This is an optimization exercise on Yosys and OpenROAD, whose aim is small area, not a production implementation. The RTL was checked by simulation tests, not by an equivalence proof against the original design. Power is estimated from default activity; no workload was simulated.

==> design/flow/design.v <==
module saes_sbox (
    input  wire [3:0] x,
    output wire [3:0] y
);
    assign y[0] = (~x[3] & x[2] & ~x[1]) | (~x[3] & ~x[1] & ~x[0]) | (x[3] & x[2] & x[1]) | (x[1] & x[0]);
    assign y[1] = (~x[3] & ~x[2] & x[1]) | (x[3] & ~x[2] & ~x[1]) | (x[3] & x[2] & x[1]) | (x[3] & x[0]);
    assign y[2] = (~x[3] & ~x[2] & ~x[1] & x[0]) | (x[3] & x[2]) | (x[3] & ~x[1] & ~x[0]) |
                  (x[2] & ~x[1] & ~x[0]) | (x[2] & x[1] & x[0]);
    assign y[3] = (~x[3] & ~x[2] & x[1]) | (~x[3] & ~x[0]) | (x[3] & x[2] & ~x[1]) | (x[2] & ~x[0]);
endmodule
module saes_affinv (
    input  wire [3:0] y,
    output wire [3:0] x
);
    assign x = {~(y[1] ^ y[3]), ~(y[0] ^ y[2]), y[2], ~y[3]};
endmodule
module saes_core (
    input  wire        clk,
    input  wire        rst,      
    input  wire        req,
    input  wire        we,
    input  wire [3:0]  addr,
    input  wire [15:0] wdata,
    output reg         ack,
    output wire [15:0] rdata
);
    localparam [3:0] I_DOUT = 4'd0, I_R1I = 4'd1, I_K1 = 4'd2, I_IV = 4'd5,
                     I_RK0 = 4'd6, I_CHAIN = 4'd7, I_DIN = 4'd8;
    localparam [3:0] OP_GMUL = 4'h1, OP_SUBN = 4'h2, OP_ISUBN = 4'h3, OP_SHROW = 4'h4,
                     OP_MIXC = 4'h5, OP_IMIXC = 4'h6, OP_KEXP = 4'h7, OP_ENC = 4'h8,
                     OP_DEC  = 4'h9, OP_CBCI = 4'hA, OP_CBCE = 4'hB, OP_CBCD = 4'hC;
    localparam [1:0] S_IDLE = 2'd0, S_CLR = 2'd1, S_WAIT = 2'd2, S_RUN = 2'd3;
    localparam [2:0] F_S = 3'd0, F_Z = 3'd1, F_SBA = 3'd2, F_MC = 3'd3, F_SBB = 3'd4,
                     F_AF = 3'd5, F_KS = 3'd6;
    localparam [2:0] X_0 = 3'd0, X_P = 3'd1, X_GM = 3'd3, X_WD = 3'd4,
                     X_CMD = 3'd5, X_ST = 3'd6;
    reg  [143:0] ring;
    wire [15:0]  P = ring[143:128];
    reg  [3:0]   ph;
    reg  [15:0]  S;
    reg  [7:0]   cmd_code;
    reg          cv, eany;
    reg          kv;        
    reg  [1:0]   ecode;
    reg  [1:0]   st;
    reg  [2:0]   rv;        
    reg  [1:0]   stg;       
    assign rdata = S;
    wire [3:0] opc = cmd_code[7:4];
    wire [1:0] vv  = cmd_code[3:2];
    wire [3:0] sn1, sn0;
    saes_sbox u_s1 (.x(S[7:4]),   .y(sn1));
    saes_sbox u_s0 (.x(S[3:0]),   .y(sn0));
    wire [15:0] sba_s = {sn0, sn1, S[15:8]};
    wire [15:0] sbb_s = {sn1, sn0, S[15:8]};
    wire [3:0] an1, an0;
    saes_affinv u_a1 (.y(S[7:4]),   .x(an1));
    saes_affinv u_a0 (.y(S[3:0]),   .x(an0));
    wire [15:0] af_s = {an1, an0, S[15:8]};
    function [3:0] mul4(input [3:0] v);
        mul4 = {v[1], v[0] ^ v[3], v[3] ^ v[2], v[2]};
    endfunction
    wire [15:0] mc_x = {mul4(S[7:4]), mul4(S[3:0]), mul4(S[15:12]), mul4(S[11:8])};
    reg         rc2;        
    wire [7:0]  ks_t = {sn0, sn1} ^ (rc2 ? 8'h30 : 8'h80);
    wire [15:0] ks_x = {ks_t, S[15:8] ^ ks_t};
    reg [2:0]  fsel;
    reg [2:0]  xsel;
    reg        pw;
    reg [15:0] fv, xv;
    wire gm_bit = P[3'd7 - {1'b0, rv[1:0]}];
    always @(*) begin
        case (fsel)
            F_Z:     fv = 16'h0000;
            F_SBA:   fv = sba_s;
            F_SBB:   fv = sbb_s;
            F_AF:    fv = af_s;
            default: fv = S;
        endcase
        case (xsel)
            X_P:     xv = P;
            X_GM:    xv = {12'h000, P[3:0] & {4{gm_bit}}};
            X_WD:    xv = wdata;
            X_CMD:   xv = {8'h00, cmd_code};
            X_ST:    xv = {12'h000, eany, ecode, cv};
            default: xv = 16'h0000;
        endcase
        if (fsel == F_MC) xv = mc_x;
        if (fsel == F_KS) xv = ks_x;
    end
    wire [15:0] s_next  = fv ^ xv;
    wire [15:0] port_in = pw ? s_next : P;
    wire [7:0] code = wdata[7:0];
    reg legal;
    always @(*) begin
        legal = 1'b0;
        if (code[1:0] == 2'b00) begin
            case (code[7:4])
                4'h0, 4'h1, 4'h2, 4'h3, 4'h4, 4'h5, 4'h6, 4'h7, 4'hA:
                    legal = (code[3:2] == 2'b00);
                4'h8, 4'h9, 4'hB, 4'hC:
                    legal = (code[3:2] != 2'b11);
                default:
                    legal = 1'b0;
            endcase
        end
    end
    wire needs_chain = (code[7:4] == OP_CBCE) || (code[7:4] == OP_CBCD);
    reg [3:0] aid;         
    always @(*) begin
        case (addr)
            4'h1:    aid = 4'd2;
            4'h2:    aid = 4'd3;
            4'h3:    aid = 4'd4;
            4'h4:    aid = I_IV;
            4'h7:    aid = I_DOUT;
            4'h8:    aid = I_R1I;
            4'h9:    aid = I_CHAIN;
            4'h0:    aid = I_DIN;
            default: aid = I_RK0;
        endcase
    end
    wire a_ring = (addr <= 4'h4) || ((addr >= 4'h7) && (addr <= 4'hC));
    wire       enc_t = (opc == OP_ENC) || (opc == OP_CBCE);
    wire [1:0] kidx  = enc_t ? stg : (vv - stg);           
    wire [3:0] kslot = {2'b00, kidx} + 4'd2;
    wire       mid3  = (vv == 2'd2) && (stg == 2'd1);
    wire       dstg  = enc_t ? mid3 : !mid3;
    wire       first = (stg == 2'd0);
    wire       last  = (stg == vv);
    wire       tail  = (stg == vv + 2'd1);
    wire       slast = (rv == (dstg ? 3'd7 : 3'd4));
    wire       keyrv = (rv == 3'd0) || (rv == 3'd2) || slast;
    wire [1:0] nstep = (rv == 3'd2) ? 2'd1 : ((rv == 3'd0) ^ dstg) ? 2'd0 : 2'd2;
    wire cst    = (opc >= OP_ENC);                     
    wire u_e1   = cst && !dstg && rv == 3'd1;
    wire u_e3   = cst && !dstg && rv == 3'd3;
    wire u_d1   = cst && dstg && rv == 3'd1;
    wire u_d6   = cst && dstg && rv == 3'd6;
    wire u_mcall = (cst && dstg && (rv == 3'd3 || rv == 3'd4 || rv == 3'd5)) ||
                   (opc == OP_IMIXC && rv != 3'd4 && rv != 3'd0);
    wire u_mc12 = u_d6 || (opc == OP_IMIXC && rv == 3'd4) || (opc == OP_GMUL && rv != 3'd0);
    wire u_shr  = (opc == OP_SHROW);
    wire u_af   = u_d1 || u_d6 || opc == OP_ISUBN || u_shr;
    wire u_sb   = u_e1 || u_e3 || u_d1 || u_d6;
    wire u_sn   = (opc == OP_SUBN) || (opc == OP_ISUBN) || u_shr;
    wire u_mc7  = u_e1 || (opc == OP_MIXC);
    task round_ops;
        begin
            if (u_mcall) fsel = F_MC;
            else case (ph)
                4'd1:    if (u_mc12) fsel = F_MC; else if (u_shr) fsel = F_SBA;
                4'd2:    if (u_mc12) fsel = F_MC; else if (u_shr) fsel = F_SBB;
                4'd3, 4'd4, 4'd8:
                         if (u_af) fsel = F_AF;
                4'd7:    if (u_af) fsel = F_AF; else if (u_mc7) fsel = F_MC;
                4'd5:    if (u_sb) fsel = F_SBA; else if (u_sn) fsel = F_SBB;
                4'd6:    if (u_sb || u_sn) fsel = F_SBB;
                default: ;
            endcase
        end
    endtask
    reg [1:0] st_n;
    reg [2:0] rv_n;
    reg [1:0] stg_n;
    reg       ack_n;
    reg       endrev;     
    always @(*) begin
        fsel   = F_S;
        xsel   = X_0;
        pw     = 1'b0;
        rc2    = 1'b0;
        st_n   = st;
        rv_n   = rv;
        stg_n  = stg;
        ack_n  = 1'b0;
        endrev = 1'b0;
        case (st)
            S_IDLE: begin
                if (ph == I_RK0) begin
                    fsel = F_Z; xsel = X_P;
                end else if (ph == I_RK0 + 4'd1 && kv) begin
                    fsel = F_KS;
                end else if (ph == I_RK0 + 4'd2 && kv) begin
                    fsel = F_KS; rc2 = 1'b1;
                end
                if (req && !ack) begin
                    if (we) begin
                        if (addr <= 4'h4) begin
                            if (ph == aid) begin
                                fsel = F_Z; xsel = X_WD; pw = 1'b1; ack_n = 1'b1;
                            end
                        end else begin
                            ack_n = 1'b1;
                            if (addr == 4'h5 && legal && !(needs_chain && !cv) && code[7:4] != 4'h0)
                                st_n = S_WAIT;
                        end
                    end else if (addr >= 4'hA && addr <= 4'hC) begin
                        if (ph == I_RK0 + addr - 4'hA) ack_n = 1'b1;
                    end else if (a_ring) begin
                        if (ph == aid) begin
                            fsel = F_Z; xsel = X_P; ack_n = 1'b1;
                        end
                    end else if (ph != I_RK0) begin
                        fsel = F_Z; ack_n = 1'b1;
                        xsel = (addr == 4'h5) ? X_CMD : (addr == 4'h6) ? X_ST : X_0;
                    end
                end
            end
            S_CLR: begin
                fsel = F_Z; pw = 1'b1;
                if (ph == 4'd8) st_n = S_IDLE;
            end
            S_WAIT: begin
                rv_n = 3'd0; stg_n = 2'd0;
                if (ph == 4'd0) st_n = S_RUN;
            end
            default: begin  
                if (opc == OP_KEXP) begin
                    if (ph == I_K1) begin fsel = F_Z; xsel = X_P; end
                    if (ph == I_RK0) pw = 1'b1;
                    endrev = 1'b1;
                end else if (opc == OP_CBCI) begin
                    if (ph == I_IV) begin fsel = F_Z; xsel = X_P; end
                    if (ph == I_CHAIN) pw = 1'b1;
                    endrev = 1'b1;
                end else if (opc == OP_GMUL) begin
                    if (ph == I_DIN) begin
                        fsel = (rv == 3'd0) ? F_Z : F_S; xsel = X_GM;
                    end
                    round_ops;                          
                    if (ph == 4'd0 && rv == 3'd3) pw = 1'b1;
                    endrev = (rv == 3'd3);
                end else if (opc <= OP_IMIXC) begin
                    if (rv == 3'd0) begin
                        if (ph == I_DIN) begin
                            fsel = F_Z; xsel = X_P;
                        end
                    end else begin
                        round_ops;
                        if (opc != OP_IMIXC || rv == 3'd4) begin
                            if (ph == 4'd0) pw = 1'b1;
                            endrev = 1'b1;
                        end
                    end
                end else if (tail) begin
                    if (opc == OP_CBCD && rv == 3'd0) begin
                        if (ph == I_DIN) begin fsel = F_Z; xsel = X_P; end
                    end else begin
                        if (ph == I_CHAIN) pw = 1'b1;
                        endrev = 1'b1;
                    end
                end else if (keyrv) begin
                    if (ph == kslot) begin
                        fsel = F_Z; xsel = X_P;
                    end else if (ph == 4'd5 && nstep != 2'd0) begin
                        fsel = F_KS;                         
                    end else if (ph == 4'd6 && nstep == 2'd2) begin
                        fsel = F_KS; rc2 = 1'b1;
                    end else if (ph == I_CHAIN) begin
                        if ((first && rv == 3'd0 && opc == OP_CBCE) ||
                            (last && slast && opc == OP_CBCD))
                            xsel = X_P;
                    end else if (ph == I_DIN) begin
                        if (first && rv == 3'd0) xsel = X_P;
                    end else if (ph == I_DOUT) begin
                        if (!(first && rv == 3'd0)) xsel = X_P;
                        if (slast) pw = 1'b1;                
                    end
                    if (slast && last && opc != OP_CBCE && opc != OP_CBCD)
                        endrev = 1'b1;
                end else begin
                    if (ph == I_R1I && opc == OP_ENC && vv == 2'd0 && !dstg && rv == 3'd3) pw = 1'b1;
                    round_ops;
                    if (ph == I_DOUT && !(dstg && (rv == 3'd3 || rv == 3'd4 || rv == 3'd5))) pw = 1'b1;
                end
                if (ph == 4'd0) begin
                    if (endrev) st_n = S_IDLE;
                    else if (!(opc >= OP_ENC) || tail || !slast) rv_n = rv + 3'd1;
                    else begin
                        rv_n  = 3'd0;
                        stg_n = stg + 2'd1;
                    end
                end
            end
        endcase
    end
    always @(posedge clk) begin
        ring <= {ring[127:0], port_in};
        S    <= s_next;
        rv   <= rv_n;
        stg  <= stg_n;
        if (rst) begin
            ph       <= 4'd0;
            st       <= S_CLR;
            ack      <= 1'b0;
            cmd_code <= 8'h00;
            cv       <= 1'b0;
            kv       <= 1'b0;
            ecode    <= 2'b00;
            eany     <= 1'b0;
        end else begin
            ph  <= (ph == 4'd8) ? 4'd0 : ph + 4'd1;
            st  <= st_n;
            ack <= ack_n;
            if (st == S_IDLE && req && !ack && we && addr == 4'h5) begin
                cmd_code <= code;
                if (!legal) begin
                    ecode <= 2'b01;
                    eany  <= 1'b1;
                end else if (needs_chain && !cv) begin
                    ecode <= 2'b10;
                    eany  <= 1'b1;
                end else begin
                    ecode <= 2'b00;
                    if (code[7:4] == OP_CBCI) cv <= 1'b1;
                    if (code[7:4] == OP_KEXP) kv <= 1'b1;
                end
            end
        end
    end
endmodule
==> design/flow/flow/run.sh <==
#!/bin/bash
# Own layout flow: the standard flow, except that
#  - synthesis maps the logic with area-oriented ABC scripts
#    (flow/abc_area*.script), keeping the best of several scripts and seeds
#    (flow/abc_multi.tcl), and without Yosys's adder extraction;
#  - the port buffers are the smallest buffer;
#  - clock tree synthesis inserts no dummy loads.
# The registers, their names and cell types are those of the standard synthesis.
set -euo pipefail
WORK=$(pwd)

# ORFS scripts with our ABC step in place of the single ABC call
rm -rf "$WORK/scripts_area"
cp -r "$FLOW_HOME/scripts" "$WORK/scripts_area"
python3 - "$WORK/scripts_area/synth.tcl" "$WORK/flow/abc_multi.tcl" <<'PY'
import sys
path, multi = sys.argv[1], sys.argv[2]
s = open(path).read()
old = "  log_cmd abc {*}$abc_args\n"
assert s.count(old) == 1
s = s.replace(old, "  source %s\n" % multi)
open(path, "w").write(s)
PY
export FLOW_ABC_DIR="$WORK/flow"

bash standard.sh synth SCRIPTS_DIR="$WORK/scripts_area" ADDER_MAP_FILE= \
    > "$WORK/synth.log" 2>&1
CTS="-sink_clustering_enable -repair_clock_nets -sink_clustering_size 20"
CTS="$CTS -sink_clustering_max_diameter 100 -buf_list sky130_fd_sc_hd__clkbuf_8 -dont_use_dummy_load"
bash standard.sh finish "BUFFER_PORTS_ARGS=-buffer_cell sky130_fd_sc_hd__buf_1" "CTS_ARGS=$CTS" \
    > "$WORK/layout.log" 2>&1
test -f "$WORK/out/final.def"
==> design/flow/flow/abc_area.script <==
strash
&get -n
&deepsyn -S @SEED@ -T 60
&dch
&nf -R 1000
&put
topo
==> design/flow/flow/abc_area2.script <==
strash
&get -n
&deepsyn -S @SEED@ -T 60
&put
dch
map -a
amap
topo
==> design/flow/flow/abc_area3.script <==
strash
&get -n
&deepsyn -S @SEED@ -T 60
&dch -f
&nf -R 2000
&put
strash
&get -n
&dch
&nf -R 1000
&put
topo
==> design/flow/flow/abc_multi.tcl <==
# Sourced by synthesis in place of its single ABC call: map the logic with
# each of the ABC scripts flow/abc_area*.script, each with several deepsyn
# seeds (@SEED@), and keep the mapping with the smallest area.
set abc_seeds {0 1 2 3 4 5 6 7}
set abc_templates [lsort [glob $::env(FLOW_ABC_DIR)/abc_area*.script]]
design -save abc_pre
set best_area ""
set best_try ""
set i 0
foreach tpl $abc_templates {
  foreach seed $abc_seeds {
    design -load abc_pre
    set in [open $tpl r]
    set txt [read $in]
    close $in
    set sc $::env(OBJECTS_DIR)/abc_try_$i.script
    set out [open $sc w]
    puts -nonewline $out [string map [list @SEED@ $seed] $txt]
    close $out
    set try_args $abc_args
    lset try_args [expr {[lsearch -exact $try_args -script] + 1}] $sc
    log_cmd abc {*}$try_args
    set rpt $::env(OBJECTS_DIR)/abc_try_$i.stat
    tee -q -o $rpt stat {*}$lib_args
    set fh [open $rpt r]
    set st [read $fh]
    close $fh
    regexp {Chip area for module '[^']*': ([0-9.]+)} $st -> area
    puts "ABC try $i ([file tail $tpl], seed $seed): area $area"
    if { $best_area eq "" || $area < $best_area } {
      set best_area $area
      set best_try $i
      design -save abc_best
    }
    incr i
  }
}
design -load abc_best
puts "ABC best try $best_try: area $best_area"
==> design/flow/standard.sh <==
#!/bin/bash
# synth_recipe.tcl (not shown) runs the flow's synth.tcl, then flattens the netlist and writes it again
# the make line also repeats each setting of config.mk as NAME=value (left out here)
make -C /OpenROAD-flow-scripts/flow DESIGN_CONFIG=/design/flow/config.mk WORK_HOME=/design/flow/orfs CLKGATE_MAP_FILE= SYNTH_SCRIPT=/design/flow/synth_recipe.tcl "${@:-finish}"
==> design/flow/config.mk <==
export PLATFORM = sky130hd
export DESIGN_NAME = saes_core
export DESIGN_NICKNAME = saes_core
export VERILOG_FILES = /design/flow/design.v
export SDC_FILE = /design/flow/constraint.sdc
export NUM_CORES = 4
export LEC_CHECK = 0
export ABC_AREA = 1
export CAP_MARGIN = 20
export CORE_MARGIN = 2
export CORE_UTILIZATION = 40
export CTS_BUF_LIST = sky130_fd_sc_hd__clkbuf_8
export CTS_CLUSTER_DIAMETER = 100
export CTS_CLUSTER_SIZE = 20
export GPL_TIMING_DRIVEN = 0
export SLEW_MARGIN = 20
==> design/flow/constraint.sdc <==
create_clock -name core_clock -period 20.0 [get_ports {clk}]
set_input_delay 4.0000 -clock core_clock [delete_from_list [all_inputs] [get_ports {clk}]]
set_output_delay 4.0000 -clock core_clock [all_outputs]
set_load 0.01 [all_outputs]
==> results.toml <==
[critical_path]
startpoint_type = "input pin"
worst_setup_path_end_kind = "flop"
critPathKind = "input pin to flop"
cp.required_ns = 20.32
worst-endpoint-arrival_ns = 9.01
cp_max_fo = 9

[sta]
finalSetupViolCount = 0
worst_clock_skew_ns = 0.0351
timing.setup.tns_ns = 0
hold_viol_final = 0
relSlewSlack = 0.306
tightest_slew_ns = 1.01
fin_crit_ns = 8.69
rsz0062_at_grt = "no"
fin_crit_sh = 0.435
slew_viol_final = 0
max_freq_ghz = 0.115

[synth]
syn-instance-count = 658
yosys_register_bits = 185
ys_warn_count = 1
synth_edf_count = 5
synth-main-ff-cell = "dfxtp_1"
synth_cell_types = 37
async_flop_share = 0
ys_seq_area_frac = 0.594
syn-cell-area_um2 = 6310
synth_nets = 682
synth_area_per_cell_um2 = 9.60

[route]
first_pass_iters = 6
wl_um = 16600
viasPerCell = 5.55
ant_nets = 0
drt_iter0_markers = 543
wl_per_cell_um = 17.9
route.detailed.drc = 0
dr_total_vias = 5152

[grt]
antenna_found_initial = 0
grt_max_degree = 19
grt_pass1_wl_um = 26100
grt-ovfl-total = 0
grt_pass1_vias = 4922
grt_use_total = 0.206

[power]
sw_frac_of_total = 0.209
worst_ir_drop_vdd_mv = 0.0646
pwr-share-comb = 0.029
internal_power_uw = 450
p_leak_nw = 2.39
power_switching_uw = 119
power_uw = 569
seqPwrFrac = 0.652
power_frac_clock = 0.319
power.density_nw_per_um2 = 81.4

[placement]
dp_hpwl_um = 12500
place.gp.congestion = 0.997
port_buffers = 40

[floorplanning]
dieWidth_um = 130
initial_core_util = 0.412
rows = 45
dieArea_um2 = 16800
pin_count = 41
die_h_um = 130
core_um2 = 15300

[clock_network]
hold_buffers = 0
clkSinkCount = 185
root_buffer = "clkbuf_8"
cts-buffers-inserted = 17
cts_resized = 0
clk_latency_ns = 0.45
clk_path_buf_depth = 2
cts_tree = "built"
htree_num_levels = 4
cts_setup_buffers = 0
clk_pin_slew_ns = 0.08

[layout]
final_nets = 743
area.growth.synth_to_final_pct = 10.7
final_layout_size_suffix_gt1_frac = 0.0307
antennaDiodeCount = 0

[worst_hold_path]
hold_class = "flop to flop"

[status]
status = "no timing/DRC/antenna violations"

[job]
max-cap-violations = 0
-- cell usage after synthesis (all sizes together) (8+ instances only) --
library cell    n  share of area
clkinv         91          0.054
nor2           81          0.048
nor3           14          0.011
o21ai          53          0.042
a31oi          10         0.0099
a221oi          8          0.011
a222oi         22          0.035
o22ai          44          0.044
a22o           12          0.017
o21a           14          0.017
nand2          32          0.019
a21oi          24          0.019
dfxtp         180           0.57
-- cells in the final DEF (no fill, tap or decap), types with 6 or more instances in the layout --
master    instances
dfxtp_1         180
clkinv_1         91
nor2_1           79
o21ai_0          52
o22ai_1          43
buf_1            40
nand2_1          32
a21oi_1          24
a222oi_1         22
clkbuf_8         17
nor3_1           14
o21a_1           14
a22o_1           12
a31oi_1          10
a221oi_1          8
or2_0             6
a211oi_1          6
or3_1             6
o221ai_1          6
-- state kept, by name, indices dropped and copies added (netlist names) --
| name | cells |
|---|---|
| eany | 1 |
| kv | 1 |
| S | 16 |
| cv | 1 |
| cmd_code | 8 |
| rv | 3 |
| stg | 2 |
| ack | 1 |
| ring | 144 |
| ph | 4 |
| ecode | 2 |
| st | 2 |
-- per-stage QoR --
step	setup WS (ns)	instances	hold slack (ns)	cell area [µm²]	utilization
floorplan	12.26	658	0.310	6310	-
finish	11.31	928	0.305	6990	0.457
global placement	10.87	909	0.310	6730	0.439
CTS	11.52	928	0.308	6990	0.456
detailed placement	11.08	911	0.312	6760	0.441
global route	10.90	928	0.309	6990	0.457
-- kinds of logic (layout without fill, tap and decap cells) --
group,count (synthesis),after routing,share of synthesized area
flip-flops,185,185,0.594
AND/OR/NAND/NOR,156,156,0.107
buffers and inverters,91,150,0.0541
AO/OA/AOI/OAI,226,226,0.245
-- power groups by stage --
stage	Clock [mW]	Sequential, mW	Combinational (mW)
finish	0.181	0.371	0.0166
CTS	0.187	0.371	0.0165
floorplan	0	0.379	0.00951
global route	0.202	0.371	0.0184
detailed placement	0	0.380	0.0164
global placement	0	0.380	0.0160
-- worst paths after layout --
path               startpoint         to  slack [ns]  depth (start not counted)
setup / recovery      addr[0]    ring[9]       11.31                         20
setup reg to reg  cmd_code[6]    ring[9]       13.88                         23
hold reg to reg     ring[110]  ring[126]        0.30                          0
hold / removal      ring[110]  ring[126]        0.30                          0
-- area by class of cell --
type / count / area [µm²]
multi-input combinational: 382 / 2230
tap: 211 / 264
fill: 1520 / 8320
clock buffer: 17 / 234
timing repair buffer: 42 / 169
sequential: 185 / 3750
inverter: 91 / 342
-- worst max-delay path, cell delays in order --
cell and delay, ns:
buf_1 0.16, clkinv_1 0.21, o22ai_1 0.25, nor2_1 0.06
a221oi_1 0.24, nor3_1 0.11, o32ai_1 0.29, or3_1 0.19
nand4_1 0.23, a21o_1 0.26, a31oi_1 0.39, clkinv_1 0.20
nor3_1 0.70, nor2_1 0.39, o21ai_1 0.48, buf_4 0.28
o21ai_0 0.12, nor2_1 0.13, a21oi_1 0.07, a22o_1 0.22
-- routing by layer --
metal | GRT usage | share of wire
met4 | 0.0753 | 0.014
met1 | 0.265 | 0.45
met3 | 0.0471 | 0.056
met5 | 0 | 0
met2 | 0.339 | 0.48

## re-timing with driven ports
In the flow no input, the clock included, has a driving cell. The finished layout below was timed again as built, in two steps. Step 1 assumes that a clkbuf_16 drives the clock port and a buf_2 every other input. Step 2, shift: input delay + t, output delay - t, t = (earliest + latest rising clock arrival at the registers) / 2. This alone moves slack from input paths to output paths. Three values: ideal, step 1, step 2; two values: the first two.
t (ns): 0.470
setup slack, ns: 11.309 / 11.321 / 10.851
clock arrival spread, ns: 0.035 / 0.035
worst register clock-pin slew, ns: 0.10 / 0.10
After both steps this run still meets setup and hold. For this run, drivers alone change the setup slack by +0.012 ns; drivers and shift together by -0.458 ns.
